From an optimization exercise on the open Yosys and OpenROAD flow, aimed at small area, a short achievable clock period and few clock cycles; shortcuts taken in it are not production practice.
Only simulation tests tie the RTL to the original design; equivalence was not proved.
Power figures rest on the tool's default switching activity, not on a simulated workload.

==> inputs of 04-09 <==
==> flow/design.v (excerpt) <==
module b64core (
    input  wire        clk,
    input  wire        rst,
    input  wire        enc_in_valid,
    input  wire [9:0]  enc_in_data,
    output wire        enc_in_ready,
    output wire        enc_out_valid,
    output wire [32:0] enc_out_data,
    input  wire        enc_out_ready,
    output wire        enc_busy,
    input  wire        dec_in_valid,
    input  wire [22:0] dec_in_data,
    output wire        dec_in_ready,
    output wire        dec_out_valid,
    output wire [27:0] dec_out_data,
    input  wire        dec_out_ready,
    output wire        dec_busy
);
    b64_enc u_enc (
        .clk(clk), .rst(rst),
        .in_valid(enc_in_valid), .in_data(enc_in_data), .in_ready(enc_in_ready),
        .out_valid(enc_out_valid), .out_data(enc_out_data), .out_ready(enc_out_ready),
        .busy(enc_busy)
    );
    b64_dec u_dec (
        .clk(clk), .rst(rst),
        .in_valid(dec_in_valid), .in_data(dec_in_data), .in_ready(dec_in_ready),
        .out_valid(dec_out_valid), .out_data(dec_out_data), .out_ready(dec_out_ready),
        .busy(dec_busy)
    );
endmodule
export LEC_CHECK = 0
export ABC_AREA = 1
export CAP_MARGIN = 10
export CORE_MARGIN = 2
export CORE_UTILIZATION = 40
export CTS_BUF_LIST = sky130_fd_sc_hd__clkbuf_8
export SETUP_SLACK_MARGIN = 2.8
export SLEW_MARGIN = 10
create_clock -name core_clock -period 5.0 [get_ports {clk}]
standard.sh (not shown) runs the stock make flow with config.mk's settings and CLKGATE_MAP_FILE= SYNTH_SCRIPT=/design/flow/synth_recipe.tcl, a recipe that flattens the netlist after the stock synthesis.
==> flow/flow/run.sh <==
#!/bin/bash
# Own layout flow: the standard ORFS flow (standard synthesis unchanged),
# with the ports buffered by buf_2 cells instead of the default delay-buffer
# pick, and gate resizing not tied to cell footprints.
set -euo pipefail
bash standard.sh \
    MATCH_CELL_FOOTPRINT=0 \
    "BUFFER_PORTS_ARGS=-buffer_cell sky130_fd_sc_hd__buf_2" \
    finish > orfs_flow.log 2>&1
==> 02-26: changes against 04-09 <==
==> flow/config.mk (replaced) <==
export PLATFORM = sky130hd
export DESIGN_NAME = b64core
export DESIGN_NICKNAME = b64core
export VERILOG_FILES = /design/flow/design.v
export SDC_FILE = /design/flow/constraint.sdc
export NUM_CORES = 4
export LEC_CHECK = 0
export ABC_AREA = 1
export CAP_MARGIN = 20
export CORE_MARGIN = 2
export CORE_UTILIZATION = 40
export CTS_BUF_LIST = sky130_fd_sc_hd__clkbuf_4
export SETUP_SLACK_MARGIN = 2.6
export SLEW_MARGIN = 20
==> results.txt <==
Sequential power is about the same in 02-26 and 04-09.
In combinational power, 04-09 and 02-26 hardly differ.
In 04-09 the core utilization is higher than in 02-26, by 1.4 points.
Against 02-26, the clock power of 04-09 is higher by about 50%.
In sequential cell count, 02-26 and 04-09 do not differ.
Between 02-26 and 04-09, the lower cell area is in 02-26 (gap 3.0%, measured against 04-09).
==> figures <==
metric	02-26	04-09
Placed Instance Area	0.00740 sq mm	0.00741 sq mm
Post-layout min period	2.18 ns	2.04 ns
Total Nets Final	912	915
Clk Tree Root Cell	sky130_fd_sc_hd__clkbuf_4	sky130_fd_sc_hd__clkbuf_8
Static power due to leakage	3.73 nW	3.85 nW
Multi-input gate share of the layout cell area	30.2%	29.8%
Total Routed Length	14,100 um	14,200 um
Area of the multi-input gates	0.00231 sq mm	0.00234 sq mm
Routed vias/inst	4.73	4.70
Share of the cycle needed by the critical path after routing	43.6%	40.8%
Layout non-clock buf frac	6.96%	6.90%
Outcome	complete, no violations	complete, no violations
Final design area excluding fillers	0.00764 sq mm	0.00788 sq mm
Testbench counts of 04-09, summed over its fixed seeds: cycles 20,400.
Testbench counts of 02-26, summed over its fixed seeds: cycles 20,400.


==> inputs of v33 <==
b64core, a different RTL version from the one above (not shown whole).
clock: 5.0 ns
lec_check: 0
cap_margin: 20
core_margin: 2
core_utilization: 40
setup_slack_margin: 2.6
slew_margin: 20
Scripts as last shown in full above: flow/flow/run.sh
==> inputs of v28, as changes to v33 <==
--- a/flow/design.v
+++ b/flow/design.v
@@ -137,53 +137,64 @@
     reg       e_ready;
     reg       e_active;
     wire q_free;
     wire accept = in_valid && e_ready;
     wire k_byte = accept && !in_data[8];
     wire k_last = accept && in_data[9];
     assign in_ready = e_ready;
     assign busy     = e_active;
+    wire stuck;
     always @(posedge clk) begin
         if (rst) begin
             r_byte <= 1'b0;
             r_last <= 1'b0;
-        end else begin
+        end else if (!stuck) begin
             r_byte <= k_byte;
             r_last <= k_last;
         end
-        r_x <= in_data[7:0];
+        if (!stuck)
+            r_x <= in_data[7:0];
     end
     wire cnt0 = (e_cnt == 2'd0);
     wire cnt1 = (e_cnt == 2'd1);
     wire cnt2 = (e_cnt == 2'd2);
-    wire [3:0] xh = r_byte ? r_x[7:4] : 4'h0;
+    wire       byt = r_byte && !e_close;
+    wire [3:0] xh  = byt ? r_x[7:4] : 4'h0;
     wire [5:0] ia = cnt0 ? r_x[7:2] : cnt1 ? {e_lo0, xh} : {e_lo1, xh[3:2]};
     wire [5:0] ib = cnt0 ? {r_x[1:0], 4'h0} : cnt1 ? {r_x[3:0], 2'b00} : r_x[5:0];
     wire [7:0] ca, cb;
     b64_alpha u_a (.idx(ia), .code(ca));
     b64_alpha u_b (.idx(ib), .code(cb));
     wire [6:0] l0 = cnt0 ? ca[6:0] : e_c0;
     wire [6:0] l1 = cnt0 ? cb[6:0] : cnt1 ? ca[6:0] : e_c1;
-    wire [6:0] l2 = cnt0 ? PAD_CODE : cnt1 ? (r_byte ? cb[6:0] : PAD_CODE) : ca[6:0];
-    wire [6:0] l3 = (cnt2 && r_byte) ? cb[6:0] : PAD_CODE;
-    wire [1:0] n        = e_cnt + {1'b0, r_byte};
-    wire       grp3     = r_byte && cnt2;
-    wire       closing  = r_last || e_close;
+    wire [6:0] l2 = cnt0 ? PAD_CODE : cnt1 ? (byt ? cb[6:0] : PAD_CODE) : ca[6:0];
+    wire [6:0] l3 = (cnt2 && byt) ? cb[6:0] : PAD_CODE;
+    wire data_d = e_close ? !cnt0 : ((cnt2 && r_byte) || (r_last && (!cnt0 || r_byte)));
+    wire [32:0] q_d = (e_pend || !data_d) ? {1'b1, 32'h0} :
+                      {1'b0, 1'b0, l0, 1'b0, l1, 1'b0, l2, 1'b0, l3};
+    wire       r_any    = r_byte || r_last;
+    assign     stuck    = r_any && (e_close || (r_byte && cnt2 && !(q_free && !e_pend)));
+    wire       rb       = r_byte && !stuck;
+    wire       rl       = r_last && !stuck;
+    wire [1:0] n        = e_cnt + {1'b0, rb};
+    wire       grp3     = rb && cnt2;
+    wire       closing  = rl || e_close;
     wire       has_data = grp3 || (closing && (n != 2'd0));
     wire       push     = e_pend || has_data || closing;
     wire       done     = q_free && !e_pend && closing;    
-    wire [32:0] q_d = (e_pend || !has_data) ? {1'b1, 32'h0} :
-                      {1'b0, 1'b0, l0, 1'b0, l1, 1'b0, l2, 1'b0, l3};
     wire [1:0] cnt_nx   = (done || grp3) ? 2'd0 : n;
     wire       close_nx = closing && !done;
     wire       pend_nx  = done ? has_data : (e_pend && !q_free);
     wire       valid_nx = push || !q_free;
-    wire       risk = close_nx || k_last ||
-                      ((cnt_nx == 2'd1) && k_byte) || ((cnt_nx == 2'd2) && !k_byte);
+    wire       q_held   = out_valid && !out_ready;
+    wire       busy_nx  = e_pend || r_last || e_close || (r_byte && cnt2) || q_held;
+    wire       shut_nx  = (r_last || e_close) && (q_held || e_pend);
+    wire       two_nx   = (cnt1 && r_byte && !r_last) || (cnt2 && !r_byte && !r_last && !e_close);
+    wire       risk     = stuck || (busy_nx && (k_byte || k_last) && (shut_nx || (two_nx && k_byte)));
     always @(posedge clk) begin
         if (rst) begin
             e_cnt    <= 2'd0;
             e_close  <= 1'b0;
             e_pend   <= 1'b0;
             e_ready  <= 1'b1;
             e_active <= 1'b0;
         end else begin
@@ -277,37 +288,45 @@
     wire       ok_hold  = closing && (pos_a == 2'd0) && !err_a && hold_a;
     wire       has_data = full || ok_hold;
     wire [23:0] full_b = {d_v0, d_v1, d_v2, r_v};
     wire [23:0] hold_b = {d_v0, d_v1[5:4], d_pad2 ? 8'h00 : {d_v1[3:0], d_v2[5:2]}, 8'h00};
     wire [1:0]  hold_n = d_pad2 ? 2'd1 : 2'd2;
     wire [27:0] q_d   = d_pend  ? {ST_OK, 26'h0} :
                         full    ? {2'b00, 2'd3, full_b} :
                         ok_hold ? {2'b00, hold_n, hold_b} : {status, 26'h0};
+    wire end_ok   = r_last && !r_chr && (d_pos == 2'd0) && !d_err && !d_hold;
+    wire queue    = end_ok && !q_free && !d_pend;
     wire push     = d_pend || has_data || closing;
     wire done     = q_free && !d_pend && closing;
-    wire close_nx = closing && !done;
-    wire pend_nx  = done ? has_data : (d_pend && !q_free);
+    wire close_nx = closing && !done && !queue;
+    wire pend_nx  = done ? has_data : ((d_pend && !q_free) || queue);
     wire valid_nx = push || !q_free;
-    wire [1:0] pos_nx = done ? 2'd0 : pos_a;
-    wire risk = close_nx || k_last ||
+    wire [1:0] pos_nx = (done || queue) ? 2'd0 : pos_a;
+    wire err_nx   = !(done || queue) && err_a;
+    wire hold_nx  = !(done || queue) && hold_a;
+    wire clean_nx = !d_err && !d_hold && !d_pend && !d_close && !r_last &&
+                    (((d_pos == 2'd3) && r_chr && r_val && !d_pad2) ||
+                     ((d_pos == 2'd0) && !r_chr));
+    wire k_endok  = k_last && in_data[21] && clean_nx;
+    wire risk = close_nx || (k_last && !k_endok) ||
                 ((pos_nx == 2'd2) && k_chr) || ((pos_nx == 2'd3) && !k_chr);
     always @(posedge clk) begin
         if (rst) begin
             d_pos    <= 2'd0;
             d_err    <= 1'b0;
             d_hold   <= 1'b0;
             d_close  <= 1'b0;
             d_pend   <= 1'b0;
             d_ready  <= 1'b1;
             d_active <= 1'b0;
         end else begin
             d_pos    <= pos_nx;
-            d_err    <= !done && err_a;
-            d_hold   <= !done && hold_a;
+            d_err    <= err_nx;
+            d_hold   <= hold_nx;
             d_close  <= close_nx;
             d_pend   <= pend_nx;
             d_ready  <= !(valid_nx && risk);
             if (k_last)
                 d_active <= 1'b0;
             else if (k_chr)
                 d_active <= 1'b1;
         end
ABC_AREA = 1   (was unset)
CTS_BUF_LIST = sky130_fd_sc_hd__clkbuf_4   (was unset)
==> inputs of v35, as changes to v33 <==
--- a/flow/design.v
+++ b/flow/design.v
@@ -124,75 +124,97 @@
     output wire [32:0] out_data,
     input  wire        out_ready,
     output wire        busy
 );
     localparam [6:0] PAD_CODE = 7'h3D;
     reg       r_byte, r_last;
     reg [7:0] r_x;
     reg [1:0] e_cnt;
+    reg [2:0] e_sa;          
+    reg [2:0] e_sl_n;        
     reg [6:0] e_c0, e_c1;    
     reg [1:0] e_lo0;         
     reg [3:0] e_lo1;         
     reg       e_close;       
     reg       e_pend;        
     reg       e_ready;
     reg       e_active;
     wire q_free;
     wire accept = in_valid && e_ready;
     wire k_byte = accept && !in_data[8];
     wire k_last = accept && in_data[9];
     assign in_ready = e_ready;
     assign busy     = e_active;
+    wire stuck;
     always @(posedge clk) begin
         if (rst) begin
             r_byte <= 1'b0;
             r_last <= 1'b0;
-        end else begin
+        end else if (!stuck) begin
             r_byte <= k_byte;
             r_last <= k_last;
         end
-        r_x <= in_data[7:0];
+        if (!stuck)
+            r_x <= in_data[7:0];
     end
     wire cnt0 = (e_cnt == 2'd0);
     wire cnt1 = (e_cnt == 2'd1);
     wire cnt2 = (e_cnt == 2'd2);
-    wire [3:0] xh = r_byte ? r_x[7:4] : 4'h0;
-    wire [5:0] ia = cnt0 ? r_x[7:2] : cnt1 ? {e_lo0, xh} : {e_lo1, xh[3:2]};
-    wire [5:0] ib = cnt0 ? {r_x[1:0], 4'h0} : cnt1 ? {r_x[3:0], 2'b00} : r_x[5:0];
+    wire       byt = r_byte && !e_close;
+    wire [3:0] xh  = byt ? r_x[7:4] : 4'h0;
+    wire [5:0] ia = ({6{e_sa[0]}} & r_x[7:2]) | ({6{e_sa[1]}} & {e_lo0, xh}) |
+                    ({6{e_sa[2]}} & {e_lo1, xh[3:2]});
+    wire [5:0] ib = ({6{e_sa[0]}} & {r_x[1:0], 4'h0}) | ({6{e_sa[1]}} & {r_x[3:0], 2'b00}) |
+                    ({6{e_sa[2]}} & r_x[5:0]);
     wire [7:0] ca, cb;
     b64_alpha u_a (.idx(ia), .code(ca));
     b64_alpha u_b (.idx(ib), .code(cb));
-    wire [6:0] l0 = cnt0 ? ca[6:0] : e_c0;
-    wire [6:0] l1 = cnt0 ? cb[6:0] : cnt1 ? ca[6:0] : e_c1;
-    wire [6:0] l2 = cnt0 ? PAD_CODE : cnt1 ? (r_byte ? cb[6:0] : PAD_CODE) : ca[6:0];
-    wire [6:0] l3 = (cnt2 && r_byte) ? cb[6:0] : PAD_CODE;
-    wire [1:0] n        = e_cnt + {1'b0, r_byte};
-    wire       grp3     = r_byte && cnt2;
-    wire       closing  = r_last || e_close;
+    wire       lc0 = !e_sl_n[0];
+    wire       lc1 = !e_sl_n[1];
+    wire       lc2 = !e_sl_n[2];
+    wire [6:0] l0 = lc0 ? ca[6:0] : e_c0;
+    wire [6:0] l1 = lc0 ? cb[6:0] : lc1 ? ca[6:0] : e_c1;
+    wire [6:0] l2 = lc0 ? PAD_CODE : lc1 ? (byt ? cb[6:0] : PAD_CODE) : ca[6:0];
+    wire [6:0] l3 = (lc2 && byt) ? cb[6:0] : PAD_CODE;
+    wire data_d = e_close ? !cnt0 : ((cnt2 && r_byte) || (r_last && (!cnt0 || r_byte)));
+    wire [32:0] q_d = (e_pend || !data_d) ? {1'b1, 32'h0} :
+                      {1'b0, 1'b0, l0, 1'b0, l1, 1'b0, l2, 1'b0, l3};
+    wire       r_any    = r_byte || r_last;
+    assign     stuck    = r_any && (e_close || (r_byte && cnt2 && !(q_free && !e_pend)));
+    wire       rb       = r_byte && !stuck;
+    wire       rl       = r_last && !stuck;
+    wire [1:0] n        = e_cnt + {1'b0, rb};
+    wire       grp3     = rb && cnt2;
+    wire       closing  = rl || e_close;
     wire       has_data = grp3 || (closing && (n != 2'd0));
     wire       push     = e_pend || has_data || closing;
     wire       done     = q_free && !e_pend && closing;    
-    wire [32:0] q_d = (e_pend || !has_data) ? {1'b1, 32'h0} :
-                      {1'b0, 1'b0, l0, 1'b0, l1, 1'b0, l2, 1'b0, l3};
     wire [1:0] cnt_nx   = (done || grp3) ? 2'd0 : n;
     wire       close_nx = closing && !done;
     wire       pend_nx  = done ? has_data : (e_pend && !q_free);
     wire       valid_nx = push || !q_free;
-    wire       risk = close_nx || k_last ||
-                      ((cnt_nx == 2'd1) && k_byte) || ((cnt_nx == 2'd2) && !k_byte);
+    wire       q_held   = out_valid && !out_ready;
+    wire       busy_nx  = e_pend || r_last || e_close || (r_byte && cnt2) || q_held;
+    wire       shut_nx  = (r_last || e_close) && (q_held || e_pend);
+    wire       two_nx   = (cnt1 && r_byte && !r_last) || (cnt2 && !r_byte && !r_last && !e_close);
+    wire       risk     = stuck || (busy_nx && (k_byte || k_last) && (shut_nx || (two_nx && k_byte)));
     always @(posedge clk) begin
         if (rst) begin
             e_cnt    <= 2'd0;
+            e_sa     <= 3'b001;
+            e_sl_n   <= 3'b110;
             e_close  <= 1'b0;
             e_pend   <= 1'b0;
             e_ready  <= 1'b1;
             e_active <= 1'b0;
         end else begin
             e_cnt    <= cnt_nx;
+            e_sa     <= {cnt_nx == 2'd2, cnt_nx == 2'd1, cnt_nx == 2'd0};
+            e_sl_n   <= {cnt_nx != 2'd2, cnt_nx != 2'd1, cnt_nx != 2'd0};
             e_close  <= close_nx;
             e_pend   <= pend_nx;
             e_ready  <= !(valid_nx && risk);
             if (k_last)
                 e_active <= 1'b0;
             else if (k_byte)
                 e_active <= 1'b1;
         end
@@ -226,17 +248,18 @@
     output wire [27:0] out_data,
     input  wire        out_ready,
     output wire        busy
 );
     localparam [1:0] ST_OK       = 2'b01;
     localparam [1:0] ST_LEN_ERR  = 2'b10;
     localparam [1:0] ST_CHAR_ERR = 2'b11;
     reg        r_chr, r_last;
-    reg        r_val, r_pad;
+    reg        r_pad;
+    reg        r_full, r_h3, r_bad;    
     reg  [5:0] r_v;
     reg  [1:0] d_pos;
     reg  [5:0] d_v0, d_v1, d_v2;
     reg        d_pad2;       
     reg        d_err;
     reg        d_hold;       
     reg        d_close;
     reg        d_pend;
@@ -246,68 +269,85 @@
     wire accept = in_valid && d_ready;
     wire k_chr  = accept && !in_data[21];
     wire k_last = accept && in_data[22];
     assign in_ready = d_ready;
     assign busy     = d_active;
     wire       k_val, k_pad;
     wire [5:0] k_v;
     b64_rev u_rev (.c(in_data[20:0]), .is_val(k_val), .is_pad(k_pad), .val(k_v));
+    wire       f_end  = r_last || d_close;
+    wire [1:0] f_pos  = f_end ? 2'd0 : d_pos + {1'b0, r_chr};
+    wire       f_pad2 = (r_chr && (d_pos == 2'd2)) ? r_pad : d_pad2;
+    wire       f3     = (f_pos == 2'd3);
+    wire       f2     = (f_pos == 2'd2);
+    wire       k_full = f3 && k_val && !f_pad2;
+    wire       k_h3   = f3 && k_pad;
+    wire       k_bad  = f3 ? !k_full && !k_pad : f2 ? !k_val && !k_pad : !k_val;
     always @(posedge clk) begin
         if (rst) begin
             r_chr  <= 1'b0;
             r_last <= 1'b0;
         end else begin
             r_chr  <= k_chr;
             r_last <= k_last;
         end
-        r_val <= k_val;
-        r_pad <= k_pad;
-        r_v   <= k_v;
+        r_full <= k_full;
+        r_h3   <= k_h3;
+        r_bad  <= k_bad;
+        r_pad  <= k_pad;
+        r_v    <= k_v;
     end
     wire live  = r_chr && !d_err && !d_hold;     
-    wire full  = live && (d_pos == 2'd3) && r_val && !d_pad2;
-    wire hold3 = live && (d_pos == 2'd3) && r_pad;
-    wire bad   = live && ((d_pos == 2'd3) ? !full && !hold3 :
-                          (d_pos == 2'd2) ? !r_val && !r_pad : !r_val);
+    wire full  = live && r_full;
+    wire hold3 = live && r_h3;
+    wire bad   = live && r_bad;
     wire [1:0] pos_a  = d_pos + {1'b0, r_chr};
     wire       err_a  = d_err || bad || (r_chr && d_hold);
     wire       hold_a = (d_hold && !r_chr) || hold3;
     wire       closing = r_last || d_close;
     wire [1:0] status = (pos_a != 2'd0) ? ST_LEN_ERR :
                         err_a           ? ST_CHAR_ERR : ST_OK;
     wire       ok_hold  = closing && (pos_a == 2'd0) && !err_a && hold_a;
     wire       has_data = full || ok_hold;
     wire [23:0] full_b = {d_v0, d_v1, d_v2, r_v};
     wire [23:0] hold_b = {d_v0, d_v1[5:4], d_pad2 ? 8'h00 : {d_v1[3:0], d_v2[5:2]}, 8'h00};
     wire [1:0]  hold_n = d_pad2 ? 2'd1 : 2'd2;
     wire [27:0] q_d   = d_pend  ? {ST_OK, 26'h0} :
                         full    ? {2'b00, 2'd3, full_b} :
                         ok_hold ? {2'b00, hold_n, hold_b} : {status, 26'h0};
+    wire end_ok   = r_last && !r_chr && (d_pos == 2'd0) && !d_err && !d_hold;
+    wire queue    = end_ok && !q_free && !d_pend;
     wire push     = d_pend || has_data || closing;
     wire done     = q_free && !d_pend && closing;
-    wire close_nx = closing && !done;
-    wire pend_nx  = done ? has_data : (d_pend && !q_free);
+    wire close_nx = closing && !done && !queue;
+    wire pend_nx  = done ? has_data : ((d_pend && !q_free) || queue);
     wire valid_nx = push || !q_free;
-    wire [1:0] pos_nx = done ? 2'd0 : pos_a;
-    wire risk = close_nx || k_last ||
+    wire [1:0] pos_nx = (done || queue) ? 2'd0 : pos_a;
+    wire err_nx   = !(done || queue) && err_a;
+    wire hold_nx  = !(done || queue) && hold_a;
+    wire clean_nx = !d_err && !d_hold && !d_pend && !d_close && !r_last &&
+                    ((r_chr && r_full) ||
+                     ((d_pos == 2'd0) && !r_chr));
+    wire k_endok  = k_last && in_data[21] && clean_nx;
+    wire risk = close_nx || (k_last && !k_endok) ||
                 ((pos_nx == 2'd2) && k_chr) || ((pos_nx == 2'd3) && !k_chr);
     always @(posedge clk) begin
         if (rst) begin
             d_pos    <= 2'd0;
             d_err    <= 1'b0;
             d_hold   <= 1'b0;
             d_close  <= 1'b0;
             d_pend   <= 1'b0;
             d_ready  <= 1'b1;
             d_active <= 1'b0;
         end else begin
             d_pos    <= pos_nx;
-            d_err    <= !done && err_a;
-            d_hold   <= !done && hold_a;
+            d_err    <= err_nx;
+            d_hold   <= hold_nx;
             d_close  <= close_nx;
             d_pend   <= pend_nx;
             d_ready  <= !(valid_nx && risk);
             if (k_last)
                 d_active <= 1'b0;
             else if (k_chr)
                 d_active <= 1'b1;
         end
ABC_AREA = 1   (was unset)
CTS_BUF_LIST = sky130_fd_sc_hd__clkbuf_8   (was unset)
SETUP_SLACK_MARGIN = 2.8   (was 2.6)
==> qor summary <==
| item | v33 | v35 | v28 |
|---|---|---|---|
| Met2 wire length | 7.11 mm | 6.60 mm | 6.73 mm |
| Met1 routing resource usage after global routing | 23.5% | 22.5% | 26.2% |
| Cell area power density | 363 mW/mm^2 | 328 mW/mm^2 | 323 mW/mm^2 |
| Power share of the combinational group | 9.9% | 10.5% | 13.5% |
| Clock insertion delay at the later pin of the skew report | 0.42 ns | 0.45 ns | 0.53 ns |
| Worst path buffer plus inverter count | 1 | 1 | 2 |
| Multi-input logic cell count | 376 | 472 | 462 |
| Number of enable-type register cells in the synthesized netlist | 82 | 104 | 90 |
| Count of instances resized after the clock tree is built | 23 | 3 | 15 |
| Met1 layer wirelength in the final routing | 6.51 mm | 6.78 mm | 7.09 mm |
| Complex-gate fraction of the synthesized area | 17.9% | 7.38% | 9.24% |
| Result of the run | timing/DRC/antenna clean | timing/DRC/antenna clean | timing/DRC/antenna clean |
| XOR/XNOR share of the synthesized area | 1.29% | 0.394% | 0.416% |
| Post-synthesis share of cell area spent on and, or, nand and nor gates | 15.9% | 23.6% | 22.9% |
| Signed area change from the synthesized netlist to the final layout | 23.2% | 18.9% | 20.1% |
Testbench counts of v33, summed over its fixed seeds: cycles 20,741.
Testbench counts of v28, summed over its fixed seeds: cycles 20,400.
Testbench counts of v35, summed over its fixed seeds: cycles 20,400.

[re-timing with driven ports]
In the flow no input, the clock included, has a driving cell. The finished layouts below were timed again as built, in two steps. Step 1 sets driving cells, clkbuf_16 on the clock port and buf_2 on the other inputs (assumed; they add their load-dependent delay and slew). Step 2, shift: input delay + t, output delay - t, t = (earliest + latest rising clock arrival at the registers) / 2. This alone moves slack from input paths to output paths. a / b / c = ideal ports / drivers / drivers and shift; a / b = the first two.
run | t (ns) | setup slack, ns | worst hold slack (ns) | worst slew at a driven data input, ns | cell pins on the clock port's net
04-09 | 0.473 | 2.961 / 2.926 / 2.542 | 0.436 / 0.436 / 0.436 | 0.03 | 1
02-26 | 0.576 | 2.821 / 2.821 / 2.335 | 0.449 / 0.449 / 0.449 | 0.03 | 1
v33 | 0.454 | 2.687 / 2.687 / 2.431 | 0.455 / 0.455 / 0.455 | 0.03 | 1
v28 | 0.554 | 2.708 / 2.708 / 2.374 | 0.464 / 0.464 / 0.464 | 0.03 | 1
v35 | 0.479 | 2.958 / 2.920 / 2.513 | 0.436 / 0.436 / 0.436 | 0.03 | 1
After both steps setup and hold are still met in every run listed. For 02-26, which loses most, drivers alone change the setup slack by 0.000 ns; drivers and shift together by -0.486 ns.
